This design comes from an exercise in tuning for small area, a short achievable clock period and few clock cycles per item on the open sky130 flow, not from production work. Function was not checked in any run shown here: the RTL went through the layout flow alone. No activity file was given, so power comes from the tool's default toggle rates.

==> design.v <==
module pkt_validator (
    input  wire        clk,
    input  wire        rst,
    input  wire        in_valid,
    output wire        in_ready,
    input  wire [31:0] in_data,
    input  wire        in_last,
    input  wire [1:0]  in_count,
    output reg         res_valid,
    output reg  [2:0]  res_err,
    output wire [5:0]  res_vmask,
    output reg  [2:0]  res_cause,
    output wire [15:0] res_crc_calc,
    output wire [15:0] res_crc_read,
    output wire [10:0] res_apid,
    output wire [13:0] res_seq,
    output wire [16:0] res_plen,
    output wire [7:0]  res_stype,
    output wire [7:0]  res_ssub,
    output wire [7:0]  res_dest,
    output wire [47:0] res_time
);
    function [15:0] crc_table;
        input [7:0] idx;
        reg [15:0] k [0:7];
        integer b;
        begin
            k[0] = 16'h1021; k[1] = 16'h2042; k[2] = 16'h4084; k[3] = 16'h8108;
            k[4] = 16'h1231; k[5] = 16'h2462; k[6] = 16'h48C4; k[7] = 16'h9188;
            crc_table = 16'h0000;
            for (b = 0; b < 8; b = b + 1)
                if (idx[b])
                    crc_table = crc_table ^ k[b];
        end
    endfunction
    function [15:0] crc_step;
        input [15:0] s;
        input [7:0]  d;
        begin
            crc_step = {s[7:0], 8'h00} ^ crc_table(s[15:8] ^ d);
        end
    endfunction
    reg  pend;                
    assign in_ready = !pend;
    wire acc = in_valid && !pend;
    wire [7:0] byte0 = in_data[31:24];
    wire [7:0] byte1 = in_data[23:16];
    wire [7:0] byte2 = in_data[15:8];
    wire [7:0] byte3 = in_data[7:0];
    wire ok1 = !in_last || (in_count >= 2'd1);
    wire ok2 = !in_last || (in_count >= 2'd2);
    wire ok3 = !in_last || (in_count == 2'd3);
    reg         first;        
    reg  [14:0] bc;           
    reg  [14:0] remb;         
    reg  [1:0]  rl;           
    reg  [15:0] crc;          
    reg  [15:0] crc_rd;       
    reg         got_lo;       
    reg         f_ver, f_type, f_dfh, f_seg;
    reg  [2:0]  apid_hi;
    reg  [7:0]  apid_lo;
    reg  [5:0]  seq_hi;
    reg  [7:0]  seq_lo;
    reg  [16:0] plen_r;
    reg  [7:0]  stype_r, ssub_r, dest_r;
    reg  [47:0] time_r;
    reg         r_ok;         
    reg         r_ge8, r_ge9, r_ge10, r_ge16;
    reg         r_vm5;        
    wire bc_hi0 = (bc[14:2] == 13'd0);
    wire is_b1  = bc_hi0 && (bc[1:0] == 2'd1);
    wire is_b2  = bc_hi0 && (bc[1:0] == 2'd2);
    wire is_b3  = bc_hi0 && (bc[1:0] == 2'd3);
    wire bc_sat = bc[14] && bc[1];           
    wire [15:0] lfield = in_data[31:16];
    wire        lf_big = (lfield[15:2] != 14'd0) || (lfield[1:0] == 2'd3);
    wire remb_neg  = remb[14];
    wire remb_zero = (remb == 15'd0);
    wire remb_m1   = (remb == 15'h7FFF);
    reg        full;          
    reg        part;          
    reg  [1:0] p;
    reg        lo0;           
    always @(*) begin
        full = 1'b0; part = 1'b0; p = 2'd0; lo0 = 1'b0;
        if (first) begin
            full = 1'b1;
        end else if (is_b1) begin
            full = lf_big;
            part = !lf_big;
            p    = lfield[1:0] + 2'd1;
        end else begin
            full = !remb_neg && !remb_zero;
            part = remb_zero;
            p    = rl;
            lo0  = remb_m1 && (rl == 2'd3) && !got_lo;
        end
    end
    wire [15:0] crc_in = first ? 16'hFFFF : crc;
    wire [15:0] s1 = crc_step(crc_in, byte0);
    wire [15:0] s2 = crc_step(s1, byte1);
    wire [15:0] s3 = crc_step(s2, byte2);
    wire [15:0] s4 = crc_step(s3, byte3);
    reg  [15:0] crc_part;
    always @(*) begin
        if (part)
            case (p)
                2'd0: crc_part = crc_in;
                2'd1: crc_part = s1;
                2'd2: crc_part = s2;
                default: crc_part = s3;
            endcase
        else
            crc_part = crc_in;
    end
    wire [15:0] crc_nx = full ? s4 : crc_part;
    reg  [7:0] hi_b;
    reg  [7:0] lo_b;
    reg        lo_ok;
    always @(*) begin
        case (p)
            2'd0: begin hi_b = byte0; lo_b = byte1; lo_ok = ok1; end
            2'd1: begin hi_b = byte1; lo_b = byte2; lo_ok = ok2; end
            2'd2: begin hi_b = byte2; lo_b = byte3; lo_ok = ok3; end
            default: begin hi_b = byte3; lo_b = byte0; lo_ok = 1'b0; end
        endcase
    end
    wire lo_here = part && (p != 2'd3);
    wire ge2 = !bc_hi0 || bc[1];
    wire ge3 = !bc_hi0 || (bc[1:0] == 2'd3);
    wire ge4 = !bc_hi0;
    wire l_ge7  = ge2 || (is_b1 && in_count >= 2'd2);
    wire l_big  = bc_sat || (bc[14] && bc[0] && in_count >= 2'd2);
    wire l_ge8  = ge2 || (is_b1 && in_count == 2'd3);
    wire l_ge10 = ge3 || (is_b2 && in_count >= 2'd1);
    wire l_ge16 = ge4 || (is_b3 && in_count == 2'd3);
    always @(posedge clk) begin
        if (rst) begin
            first     <= 1'b1;
            bc        <= 15'd0;
            pend      <= 1'b0;
            res_valid <= 1'b0;
        end else begin
            pend      <= acc && in_last;
            res_valid <= pend;
            if (acc) begin
                first <= in_last;
                if (in_last)
                    bc <= 15'd0;
                else if (!bc_sat)
                    bc <= bc + 15'd1;
            end
        end
    end
    always @(posedge clk) begin
        if (acc) begin
            crc <= crc_nx;
            if (part)
                crc_rd[15:8] <= hi_b;
            if (lo_here)
                crc_rd[7:0] <= lo_b;
            else if (lo0)
                crc_rd[7:0] <= byte0;
            if (first)
                got_lo <= 1'b0;
            else if ((lo_here && lo_ok) || lo0)
                got_lo <= 1'b1;
            if (is_b1) begin
                remb <= {1'b0, lfield[15:2]} - {14'd0, !lfield[1] || !lfield[0]};
                rl   <= lfield[1:0] + 2'd1;
            end else if (!remb_neg) begin
                remb <= remb - 15'd1;
            end
            if (first) begin
                f_ver   <= (byte0[7:5] != 3'd0);
                f_type  <= byte0[4];
                f_dfh   <= !byte0[3];
                apid_hi <= byte0[2:0];
                apid_lo <= byte1;
                f_seg   <= (byte2[7:6] != 2'b11);
                seq_hi  <= byte2[5:0];
                seq_lo  <= byte3;
            end
            if (is_b1) begin
                plen_r  <= {1'b0, lfield} + 17'd7;
                stype_r <= byte3;
            end
            if (is_b2) begin
                ssub_r  <= byte0;
                dest_r  <= byte1;
                time_r[47:32] <= {byte2, byte3};
            end
            if (is_b3)
                time_r[31:0] <= in_data;
            if (in_last) begin
                r_ok   <= l_ge7 && !l_big;
                r_ge8  <= l_ge8;
                r_ge9  <= ge2;
                r_ge10 <= l_ge10;
                r_ge16 <= l_ge16;
            end
        end
    end
    wire       short = !got_lo;
    wire [4:0] vm_lo = {f_seg, f_dfh, f_type, f_ver, short};
    wire       crc_bad = !short && (crc != crc_rd);
    always @(posedge clk) begin
        if (pend) begin
            r_vm5 <= r_ok && crc_bad;
            if (!r_ok)
                res_err <= 3'd1;
            else if (vm_lo != 5'd0 || crc_bad)
                res_err <= 3'd4;
            else
                res_err <= 3'd0;
            if (!r_ok)         res_cause <= 3'd0;
            else if (vm_lo[0]) res_cause <= 3'd0;
            else if (vm_lo[1]) res_cause <= 3'd1;
            else if (vm_lo[2]) res_cause <= 3'd2;
            else if (vm_lo[3]) res_cause <= 3'd3;
            else if (vm_lo[4]) res_cause <= 3'd4;
            else if (crc_bad)  res_cause <= 3'd5;
            else               res_cause <= 3'd0;
        end
    end
    wire ok_crc = r_ok && !short;
    assign res_vmask    = {r_vm5, r_ok ? vm_lo : 5'd0};
    assign res_crc_calc = ok_crc ? crc : 16'd0;
    assign res_crc_read = ok_crc ? crc_rd : 16'd0;
    assign res_apid     = r_ok ? {apid_hi, apid_lo} : 11'd0;
    assign res_seq      = r_ok ? {seq_hi, seq_lo} : 14'd0;
    assign res_plen     = r_ok ? plen_r : 17'd0;
    assign res_stype    = (r_ok && r_ge8)  ? stype_r : 8'd0;
    assign res_ssub     = (r_ok && r_ge9)  ? ssub_r  : 8'd0;
    assign res_dest     = (r_ok && r_ge10) ? dest_r  : 8'd0;
    assign res_time     = (r_ok && r_ge16) ? time_r  : 48'd0;
endmodule
==> run.sh <==
#!/bin/bash
# synth_recipe.tcl (not shown) runs the flow's synth.tcl, then flattens the netlist and writes it again
# the make line also repeats each setting of config.mk as NAME=value (left out here)
make -C /OpenROAD-flow-scripts/flow DESIGN_CONFIG=/design/flow/config.mk WORK_HOME=/design/flow/orfs CLKGATE_MAP_FILE= SYNTH_SCRIPT=/design/flow/synth_recipe.tcl finish
==> config.mk <==
export PLATFORM = sky130hd
export DESIGN_NAME = pkt_validator
export DESIGN_NICKNAME = pkt_validator
export VERILOG_FILES = /design/flow/design.v
export SDC_FILE = /design/flow/constraint.sdc
export NUM_CORES = 4
export LEC_CHECK = 0
export CAP_MARGIN = 20
export CORE_MARGIN = 2
export CORE_UTILIZATION = 40
export PLACE_DENSITY = 0.6
export SLEW_MARGIN = 20
==> constraint.sdc <==
create_clock -name core_clock -period 5.0 [get_ports {clk}]
set_input_delay 1.0000 -clock core_clock [delete_from_list [all_inputs] [get_ports {clk}]]
set_output_delay 1.0000 -clock core_clock [all_outputs]
set_load 0.01 [all_outputs]
==> impl_metrics.xml, run 1 <==
<?xml version="1.0" encoding="UTF-8"?>
<metrics>
  <group name="run_status">
    <metric name="outcome" unit="">timing/DRC/antenna clean</metric>
  </group>
  <group name="hold_path">
    <metric name="hold_path_depth" unit="">2</metric>
    <metric name="min_path_type" unit="">flop to flop</metric>
  </group>
  <group name="setup_path">
    <metric name="cp-start-kind" unit="">flop</metric>
    <metric name="crit_path_cell_count" unit="">14</metric>
    <metric name="path_class" unit="">flop to flop</metric>
    <metric name="cpLargestDelayFamily" unit="">compound AO/OA/AOI/OAI gates</metric>
    <metric name="timing.critical_path.buf_inv" unit="">1</metric>
    <metric name="end_kind" unit="">flop</metric>
    <metric name="critical_path.slowest_cell" unit="">sky130_fd_sc_hd__ha_1</metric>
    <metric name="timing.critical_path.slowest_cell_delay" unit="ns">0.61</metric>
    <metric name="critPathRequiredTime" unit="ns">5.17</metric>
    <metric name="critical_path_arrival" unit="ns">4.60</metric>
    <metric name="critical_path.cell_chain" unit="">or4_1, nor4_1, nand4_1, buf_4, o21ai_0, nand2_1, ha_1, a21oi_1, nor2_1, a221o_1, a211oi_1, a211oi_1, a21oi_1, a21oi_1</metric>
    <metric name="worst_r2r_path_depth" unit="">14</metric>
    <metric name="critical-path-top-cell-by-count" unit="">sky130_fd_sc_hd__a21oi_1</metric>
    <metric name="path_max_fanout" unit="">36</metric>
  </group>
  <group name="synth">
    <metric name="syn_area" unit="mm²">0.0116</metric>
    <metric name="postSynthAreaPerCell" unit="µm²">10.7</metric>
    <metric name="synthesis.yosys.warnings" unit="">5</metric>
    <metric name="flip_flop_and_latch_count_after_synthesis" unit="">197</metric>
    <metric name="count_of_mapped_cells_out_of_synthesis" unit="">1084</metric>
    <metric name="synth_edf_count" unit="">179</metric>
    <metric name="synth_async_sr_flop_share" unit="%">0</metric>
    <metric name="synth_nets" unit="">1136</metric>
    <metric name="yosysUniqueCellTypes" unit="">61</metric>
    <metric name="postSynth.topFlopCell" unit="">sky130_fd_sc_hd__edfxtp_1</metric>
    <metric name="synth_seq_area_share" unit="%">49.2</metric>
  </group>
  <group name="clocking">
    <metric name="clk_pin_slew_worst_paths" unit="ns">0.08</metric>
    <metric name="cts-resized-gates" unit="">0</metric>
    <metric name="cts_buffer_depth" unit="">2</metric>
    <metric name="worstSkewPairLatency" unit="ns">0.44</metric>
    <metric name="hold_buffers" unit="">0</metric>
    <metric name="cts_made_buffers" unit="">17</metric>
    <metric name="cts-root-buf" unit="">sky130_fd_sc_hd__clkbuf_16</metric>
    <metric name="cts_h_tree_depth" unit="">4</metric>
    <metric name="cts_setup_buffers" unit="">0</metric>
    <metric name="cts_tree" unit="">done</metric>
    <metric name="cts.sinks" unit="">197</metric>
  </group>
  <group name="die">
    <metric name="fp.dieW" unit="µm">175</metric>
    <metric name="io_pins" unit="">198</metric>
    <metric name="die_height" unit="µm">175</metric>
    <metric name="floorplan.rows" unit="">62</metric>
    <metric name="initial_core_util" unit="%">40.6</metric>
    <metric name="fp.dieArea" unit="mm²">0.0305</metric>
    <metric name="core_area" unit="mm²">0.0287</metric>
  </group>
  <group name="global_route">
    <metric name="grt_util_all_layers" unit="%">25.0</metric>
    <metric name="grt_pass1_vias" unit="">8689</metric>
    <metric name="antenna_found_initial" unit="">0</metric>
    <metric name="pin_count_of_the_biggest_net_entering_global_routing" unit="">82</metric>
    <metric name="grt_pass1_wl" unit="µm">56700</metric>
    <metric name="grt_remaining_overflow" unit="">0</metric>
  </group>
  <group name="finish">
    <metric name="finish.net_count" unit="">1317</metric>
    <metric name="post_route_cells_drive_above_1_share" unit="%">8.85</metric>
    <metric name="most-common-layout-cells" unit="">196 x sky130_fd_sc_hd__clkdlybuf4s50_1, 179 x sky130_fd_sc_hd__edfxtp_1, 107 x sky130_fd_sc_hd__and3_1</metric>
    <metric name="fillers" unit="">2587</metric>
    <metric name="antenna-diode-count" unit="">0</metric>
    <metric name="layout_commonest_cell" unit="">sky130_fd_sc_hd__clkdlybuf4s50_1</metric>
    <metric name="flow.area_growth_from_synthesis" unit="%">26.6</metric>
  </group>
  <group name="pwr">
    <metric name="peakVddDrop" unit="V">0.000520</metric>
    <metric name="leakage" unit="nW">5.54</metric>
    <metric name="power_density" unit="mW/mm²">593</metric>
  </group>
  <group name="route">
    <metric name="detail_route.vias_per_cell" unit="">5.49</metric>
    <metric name="initialDrtViolationCount" unit="">864</metric>
    <metric name="routed_vias" unit="">9112</metric>
    <metric name="avgRoutedWirePerCell" unit="µm">22.9</metric>
    <metric name="drc" unit="">0</metric>
    <metric name="ant_nets" unit="">0</metric>
    <metric name="detailed_route_wire_length" unit="µm">38000</metric>
    <metric name="drt_first_pass_iters" unit="">9</metric>
  </group>
  <group name="sta">
    <metric name="actual_slew_at_the_worst_max_slew_pin" unit="ns">1.13</metric>
    <metric name="hold-worst-slack" unit="ns">0.529</metric>
    <metric name="fmax" unit="GHz">0.226</metric>
    <metric name="finalSetupTns" unit="ns">0</metric>
    <metric name="timing.final.max_slew_violations" unit="">0</metric>
    <metric name="timing.max_slew.rel_slack" unit="%">24.9</metric>
    <metric name="final.min_clock_period" unit="ns">4.43</metric>
    <metric name="timing.final.setup_violations" unit="">0</metric>
    <metric name="finalCritPeriodShare" unit="%">88.7</metric>
    <metric name="unrepaired_setup_endpoints_after_global_routing" unit="">no</metric>
    <metric name="fin_worst_skew" unit="ns">0.0123</metric>
    <metric name="hold_viol_final" unit="">0</metric>
  </group>
  <group name="place">
    <metric name="port-buffer-count" unit="">196</metric>
    <metric name="post-dp-hpwl" unit="µm">27800</metric>
    <metric name="globalplace.congestion" unit="">0.926</metric>
  </group>
  <group name="job">
    <metric name="cap_violations" unit="">0</metric>
  </group>
</metrics>
kinds of logic (layout without fill, tap and decap cells):
group	count (synthesis)	count (layout)	share of synthesized area, %
fa+ha+maj	14	14	1.50
flops	197	197	49.2
other cells	1	1	0.0322
xor+xnor	184	184	17.6
buf+inv	111	304	3.88
simple gates	406	406	17.9
compound gates	161	161	8.93
mux	10	10	0.988
layer usage:
metal / global-route usage, % / up-vias / routed length, µm
li1: - / 4229 / -
met1: 34.5 / 4413 / 16600
met2: 39.7 / 415 / 17400
met3: 4.96 / 55 / 3100
met4: 8.09 / 0 / 959
met5: 0 / - / 0
synth_stat cells (5+ instances only):
master | instances | share of area [%]
sky130_fd_sc_hd__edfxtp_1 | 179 | 46
sky130_fd_sc_hd__and3_1 | 107 | 5.7
sky130_fd_sc_hd__xnor2_1 | 103 | 7.7
sky130_fd_sc_hd__nor2_1 | 96 | 3.1
sky130_fd_sc_hd__nand2_1 | 76 | 2.4
sky130_fd_sc_hd__clkbuf_1 | 65 | 2.1
sky130_fd_sc_hd__xor2_1 | 50 | 3.8
sky130_fd_sc_hd__and2_1 | 46 | 2.5
sky130_fd_sc_hd__a21oi_1 | 45 | 1.9
sky130_fd_sc_hd__o21ai_0 | 38 | 1.6
sky130_fd_sc_hd__inv_1 | 25 | 0.81
sky130_fd_sc_hd__dfxtp_1 | 18 | 3.1
sky130_fd_sc_hd__a222oi_1 | 17 | 1.5
sky130_fd_sc_hd__nand4_1 | 15 | 0.81
sky130_fd_sc_hd__ha_1 | 14 | 1.5
sky130_fd_sc_hd__nand3_1 | 14 | 0.60
sky130_fd_sc_hd__nor3_1 | 14 | 0.60
sky130_fd_sc_hd__o22ai_1 | 14 | 0.75
sky130_fd_sc_hd__nor4_1 | 13 | 0.70
sky130_fd_sc_hd__a211oi_1 | 12 | 0.77
sky130_fd_sc_hd__buf_2 | 10 | 0.43
sky130_fd_sc_hd__xnor3_1 | 9 | 1.7
sky130_fd_sc_hd__a31oi_1 | 8 | 0.43
sky130_fd_sc_hd__a221oi_1 | 7 | 0.53
sky130_fd_sc_hd__mux2i_1 | 7 | 0.60
sky130_fd_sc_hd__nand2b_1 | 7 | 0.38
sky130_fd_sc_hd__nor2b_1 | 6 | 0.32
sky130_fd_sc_hd__or2_2 | 5 | 0.27
sky130_fd_sc_hd__xor3_1 | 5 | 1.0
flip-flops by register name (all words and copies together) (netlist names), 8 cells and up:
name,flops
ssub_r,8
stype_r,8
dest_r,8
crc_rd,16
crc,16
remb,15
bc,15
apid_lo,8
plen_r,17
time_r,48
seq_lo,8
per-stage QoR:
| stage | std cells | util, % | setup slack, ns | area (µm²) | power, mW |
|---|---|---|---|---|---|
| after floorplan | 1084 | - | 0.985 | 11600 | 6.15 |
| after global placement | 1630 | 49.3 | 0.0844 | 14100 | 7.25 |
| after detailed placement | 1630 | 49.3 | 0.172 | 14100 | 7.26 |
| after CTS | 1661 | 51.4 | 0.522 | 14800 | 8.73 |
| after global routing | 1661 | 51.4 | 0.229 | 14800 | 9.27 |
| final | 1661 | 51.4 | 0.567 | 14800 | 8.74 |
report_power, final:
group | internal, mW | total [mW] | switching [mW]
logic | 2.29 | 4.82 | 2.53
registers | 2.23 | 2.49 | 0.252
clock network | 0.797 | 1.44 | 0.645
worst min-delay path, cell delays in order, from the launching register on:
cell	delay, ns
sky130_fd_sc_hd__dfxtp_1	0.35
sky130_fd_sc_hd__nand2_1	0.06
sky130_fd_sc_hd__a21oi_1	0.07
final cells by class:
class,instances,area [µm²],share of cell area (%)
flip-flops and latches,197,5740,38.9
clock inverters,12,168,1.14
repair buffers,246,2360,16.0
clock buffers,19,433,2.93
inverters,27,101,0.687
well taps,384,480,3.26
multi-input cells,776,5470,37.1
worst paths after layout:
kind              startpoint       to  slack, ns
hold reg to reg        bc[6]    bc[6]       0.53
setup / recovery       bc[3]  crc[10]       0.57
setup reg to reg       bc[3]  crc[10]       0.57
hold / removal         bc[6]    bc[6]       0.53
==> inputs of run 2 (changes only) <==
--- a/config.mk
+++ b/config.mk
@@ -6,7 +6,9 @@
 export NUM_CORES = 4
 export LEC_CHECK = 0
+export ABC_CLOCK_PERIOD_IN_PS = 2500
 export CAP_MARGIN = 20
 export CORE_MARGIN = 2
 export CORE_UTILIZATION = 40
 export PLACE_DENSITY = 0.6
+export SETUP_SLACK_MARGIN = 2.5
 export SLEW_MARGIN = 20
==> run 2 against run 1 <==
- worst hold slack better by 0.0042 ns
- largest cell class is now multi-input combinational cells
- clock power up 6%
- clock-buffer cell count decreased by 2
- sequential share of layout area down 9.4 points
==> impl_metrics.xml, run 2 <==
<?xml version="1.0" encoding="UTF-8"?>
<metrics>
  <group name="finish">
    <metric name="antenna-diode-count" unit="">0</metric>
    <metric name="largest-register" unit="">time_r</metric>
    <metric name="finish.cell_count_without_fillers" unit="">1856</metric>
    <metric name="fillers" unit="">1881</metric>
    <metric name="flow.area_growth_from_synthesis" unit="%">67.4</metric>
    <metric name="layout_commonest_cell" unit="">sky130_fd_sc_hd__buf_6</metric>
    <metric name="final_design_area_no_fill" unit="mm²">0.0195</metric>
    <metric name="post_route_cells_drive_above_1_share" unit="%">52.8</metric>
    <metric name="registers_with_the_highest_flip_flop_counts" unit="">time_r: 48 flops, plen_r: 17 flops</metric>
    <metric name="most-common-layout-cells" unit="">207 x sky130_fd_sc_hd__buf_6, 179 x sky130_fd_sc_hd__edfxtp_1, 116 x sky130_fd_sc_hd__buf_4</metric>
    <metric name="max_ffs_per_register" unit="">48</metric>
    <metric name="finish.net_count" unit="">1511</metric>
  </group>
  <group name="clocking">
    <metric name="clk_pin_slew_worst_paths" unit="ns">0.08</metric>
    <metric name="cts_buffer_depth" unit="">2</metric>
    <metric name="cts.sinks" unit="">197</metric>
    <metric name="cts_tree" unit="">done</metric>
    <metric name="worstSkewPairLatency" unit="ns">0.46</metric>
    <metric name="cts-root-buf" unit="">sky130_fd_sc_hd__clkbuf_16</metric>
    <metric name="cts_h_tree_depth" unit="">4</metric>
    <metric name="cts_made_buffers" unit="">17</metric>
  </group>
  <group name="global_route">
    <metric name="antenna_found_initial" unit="">0</metric>
    <metric name="grt_pass1_wl" unit="µm">69300</metric>
    <metric name="grt_remaining_overflow" unit="">0</metric>
    <metric name="grt_pass1_vias" unit="">10338</metric>
    <metric name="pin_count_of_the_biggest_net_entering_global_routing" unit="">49</metric>
    <metric name="grt_util_all_layers" unit="%">30.9</metric>
  </group>
  <group name="synth">
    <metric name="synth_area_leader_cell" unit="">sky130_fd_sc_hd__edfxtp_1</metric>
    <metric name="count_of_mapped_cells_out_of_synthesis" unit="">1084</metric>
    <metric name="largest_family_of_logic_cells_by_synthesized_area" unit="">simple AND/OR/NAND/NOR gates</metric>
    <metric name="postSynth.topFlopCell" unit="">sky130_fd_sc_hd__edfxtp_1</metric>
    <metric name="synth_edf_count" unit="">179</metric>
    <metric name="top_area_cells_in_the_synthesized_netlist" unit="">sky130_fd_sc_hd__edfxtp_1 46%, sky130_fd_sc_hd__xnor2_1 7.7%, sky130_fd_sc_hd__and3_1 5.7%</metric>
    <metric name="yosysUniqueCellTypes" unit="">61</metric>
    <metric name="postSynthAreaPerCell" unit="µm²">10.7</metric>
    <metric name="synthesis.yosys.warnings" unit="">5</metric>
    <metric name="synth_async_sr_flop_share" unit="%">0</metric>
    <metric name="synthMuxAreaShare" unit="%">0.988</metric>
    <metric name="synth_compound_gate_area_share" unit="%">8.93</metric>
    <metric name="synth_simple_gate_area_share" unit="%">17.9</metric>
    <metric name="synth_commonest_cells" unit="">179 x sky130_fd_sc_hd__edfxtp_1, 107 x sky130_fd_sc_hd__and3_1, 103 x sky130_fd_sc_hd__xnor2_1</metric>
    <metric name="synth_seq_area_share" unit="%">49.2</metric>
    <metric name="syn_area" unit="mm²">0.0116</metric>
    <metric name="post_synth_fa_ha_maj_area_fraction" unit="%">1.50</metric>
    <metric name="synth.most_common_cell" unit="">sky130_fd_sc_hd__edfxtp_1</metric>
    <metric name="synth_nets" unit="">1136</metric>
    <metric name="synth_xor_xnor_area_share" unit="%">17.6</metric>
    <metric name="flip_flop_and_latch_count_after_synthesis" unit="">197</metric>
    <metric name="synth_largest_type_area_fraction" unit="%">46.1</metric>
  </group>
  <group name="place">
    <metric name="port-buffer-count" unit="">196</metric>
    <metric name="post-dp-hpwl" unit="µm">27600</metric>
    <metric name="placement.cell_area" unit="mm²">0.0143</metric>
    <metric name="globalplace.congestion" unit="">0.973</metric>
    <metric name="placed_cells" unit="">1614</metric>
  </group>
  <group name="setup_path">
    <metric name="critical_path_arrival" unit="ns">4.04</metric>
    <metric name="cp-start-kind" unit="">flop</metric>
    <metric name="path_class" unit="">flop to flop</metric>
    <metric name="end_kind" unit="">flop</metric>
    <metric name="critPathRequiredTime" unit="ns">5.18</metric>
    <metric name="setup.reg_to_reg.worst_slack" unit="ns">1.14</metric>
    <metric name="path_max_fanout" unit="">6</metric>
  </group>
  <group name="sta">
    <metric name="fmax" unit="GHz">0.259</metric>
    <metric name="hold_viol_final" unit="">0</metric>
    <metric name="finalSetupTns" unit="ns">0</metric>
    <metric name="timing.final.max_slew_violations" unit="">0</metric>
    <metric name="hold-worst-slack" unit="ns">0.533</metric>
    <metric name="actual_slew_at_the_worst_max_slew_pin" unit="ns">1.04</metric>
    <metric name="finalCritPeriodShare" unit="%">77.2</metric>
    <metric name="fin_worst_skew" unit="ns">0.0223</metric>
    <metric name="unrepaired_setup_endpoints_after_global_routing" unit="">yes</metric>
    <metric name="timing.final.setup_violations" unit="">0</metric>
    <metric name="final.min_clock_period" unit="ns">3.86</metric>
    <metric name="timing.max_slew.rel_slack" unit="%">30.7</metric>
  </group>
  <group name="route">
    <metric name="detail_route.vias_per_cell" unit="">5.93</metric>
    <metric name="initialDrtViolationCount" unit="">1563</metric>
    <metric name="detailed_route_wire_length" unit="µm">50100</metric>
    <metric name="drt_first_pass_iters" unit="">7</metric>
    <metric name="avgRoutedWirePerCell" unit="µm">27.0</metric>
    <metric name="drc" unit="">0</metric>
    <metric name="ant_nets" unit="">0</metric>
    <metric name="routed_vias" unit="">11004</metric>
  </group>
  <group name="die">
    <metric name="io_pins" unit="">198</metric>
    <metric name="floorplan.rows" unit="">62</metric>
    <metric name="core_area" unit="mm²">0.0287</metric>
    <metric name="initial_core_util" unit="%">40.6</metric>
    <metric name="fp.dieW" unit="µm">175</metric>
    <metric name="die_height" unit="µm">175</metric>
    <metric name="fp.dieArea" unit="mm²">0.0305</metric>
  </group>
  <group name="pwr">
    <metric name="leakage" unit="nW">7.63</metric>
    <metric name="power_density" unit="mW/mm²">593</metric>
    <metric name="post-layout-total-power" unit="mW">11.6</metric>
    <metric name="peakVddDrop" unit="V">0.000725</metric>
  </group>
  <group name="hold_path">
    <metric name="min_path_type" unit="">flop to flop</metric>
  </group>
  <group name="run_status">
    <metric name="outcome" unit="">timing/DRC/antenna clean</metric>
  </group>
  <group name="job">
    <metric name="cap_violations" unit="">0</metric>
  </group>
</metrics>
==> run 2: cell types whose count changed in the layout (fill, tap and decap cells not counted), sizes merged, moves of 3 or more <==
cell | before | now
buf | 50 | 396
clkdlybuf4s50 | 196 | 25
clkinv | 2 | 11
dlygate4sd2 | 0 | 7
clkinvlp | 3 | 0
nor2 | 97 | 100
==> run 2: path summary, 6_finish.rpt <==
path / from / endpoint / cells after the start
max reg2reg: bc[5] / crc_rd[14] / 14
max: bc[5] / crc_rd[14] / 14
min reg2reg: bc[6] / bc[6] / 2
min: bc[6] / bc[6] / 2
==> run 2: layer usage <==
metal,GRT usage [%],routed length [µm],vias up
met3,6.44,5090,191
met1,41.3,19200,5401
met4,13.4,2710,0
met5,0,0,-
li1,-,-,4646
met2,48.9,23100,766
==> run 2: final cells by class <==
class	count	area, µm²	share of cell area, %
repair buffers	436	5070	26.0
inverters	27	141	0.725
repair inverters	1	8.76	0.0449
multi-input cells	779	7390	37.9
clock inverters	15	231	1.19
flip-flops and latches	197	5750	29.5
clock buffers	17	425	2.18
well taps	384	480	2.46
==> run 2: timing repair <==
item | 4_1_cts | 5_1_grt
cloned | 24 | 0
pin swaps | 98 | 58
hold buffers | 0 | 0
endpoints found under the setup margin | 340 | 286
buffers inserted | 147 | 39
gates resized for setup | 1035 | 298
==> run 2: metrics by stage <==
stage / utilization, % / worst slack, ns
2_1_floorplan: - / 1.36
4_1_cts: 62.1 / 1.63
6_report: 67.9 / 1.14
3_5_place_dp: 49.8 / 0.493
3_3_place_gp: 49.8 / 0.557
5_1_grt: 67.9 / 1.09
==> run 2: cells by family after synthesis <==
family / after synthesis
buf+inv: 111
other cells: 1
xor+xnor: 184
simple gates: 406
fa+ha+maj: 14
mux: 10
flops: 197
compound gates: 161
==> run 2: where the power goes <==
part	internal, mW	switching (mW)	leakage [nW]
Clock	0.744	0.790	0.315
Sequential	2.23	0.205	1.80
Combinational	3.85	3.74	5.51
Total	6.83	4.73	7.63
==> run 2: critical path: stages (launching register included) <==
cell,delay [ns]
sky130_fd_sc_hd__dfxtp_2,0.33
sky130_fd_sc_hd__or4_4,0.54
sky130_fd_sc_hd__nor4_4,0.28
sky130_fd_sc_hd__nand4_1,0.20
sky130_fd_sc_hd__buf_12,0.22
sky130_fd_sc_hd__buf_6,0.12
sky130_fd_sc_hd__a21oi_4,0.12
sky130_fd_sc_hd__inv_2,0.07
sky130_fd_sc_hd__nand2_4,0.12
sky130_fd_sc_hd__inv_4,0.07
sky130_fd_sc_hd__ha_4,0.20
sky130_fd_sc_hd__buf_6,0.13
sky130_fd_sc_hd__buf_12,0.12
sky130_fd_sc_hd__a222oi_1,0.89
sky130_fd_sc_hd__a21oi_1,0.16

static timing again, ports no longer ideal:
The results above use ideal ports. As a check the final layouts listed here were re-extracted and re-timed, cells and wires unchanged.
Step 1: set_driving_cell puts a clkbuf_16 on clk and a buf_2 on each other input, an assumption about the parent block.
Step 2 moves the port delays by t, midway between the first and last clock arrival at a register: inputs arrive t later, outputs are due t later. That takes back most of the time a late clock gives input paths.
Three values: no drivers, after step 1, after step 2; two values: the first two.
run | t (ns) | setup WS [ns] | worst setup path at the end | clock arrival spread, ns | pins driven straight from the clock port
run 1 | 0.483 | 0.567 / 0.567 / 0.125 | input to register | 0.012 / 0.012 | 1
run 2 | 0.504 | 1.138 / 1.138 / 0.843 | input to register | 0.023 / 0.023 | 1
After both steps setup and hold are still met in every run listed. The setup slack of run 1, which loses most, moves by 0.000 ns with the drivers and by -0.442 ns with both steps.
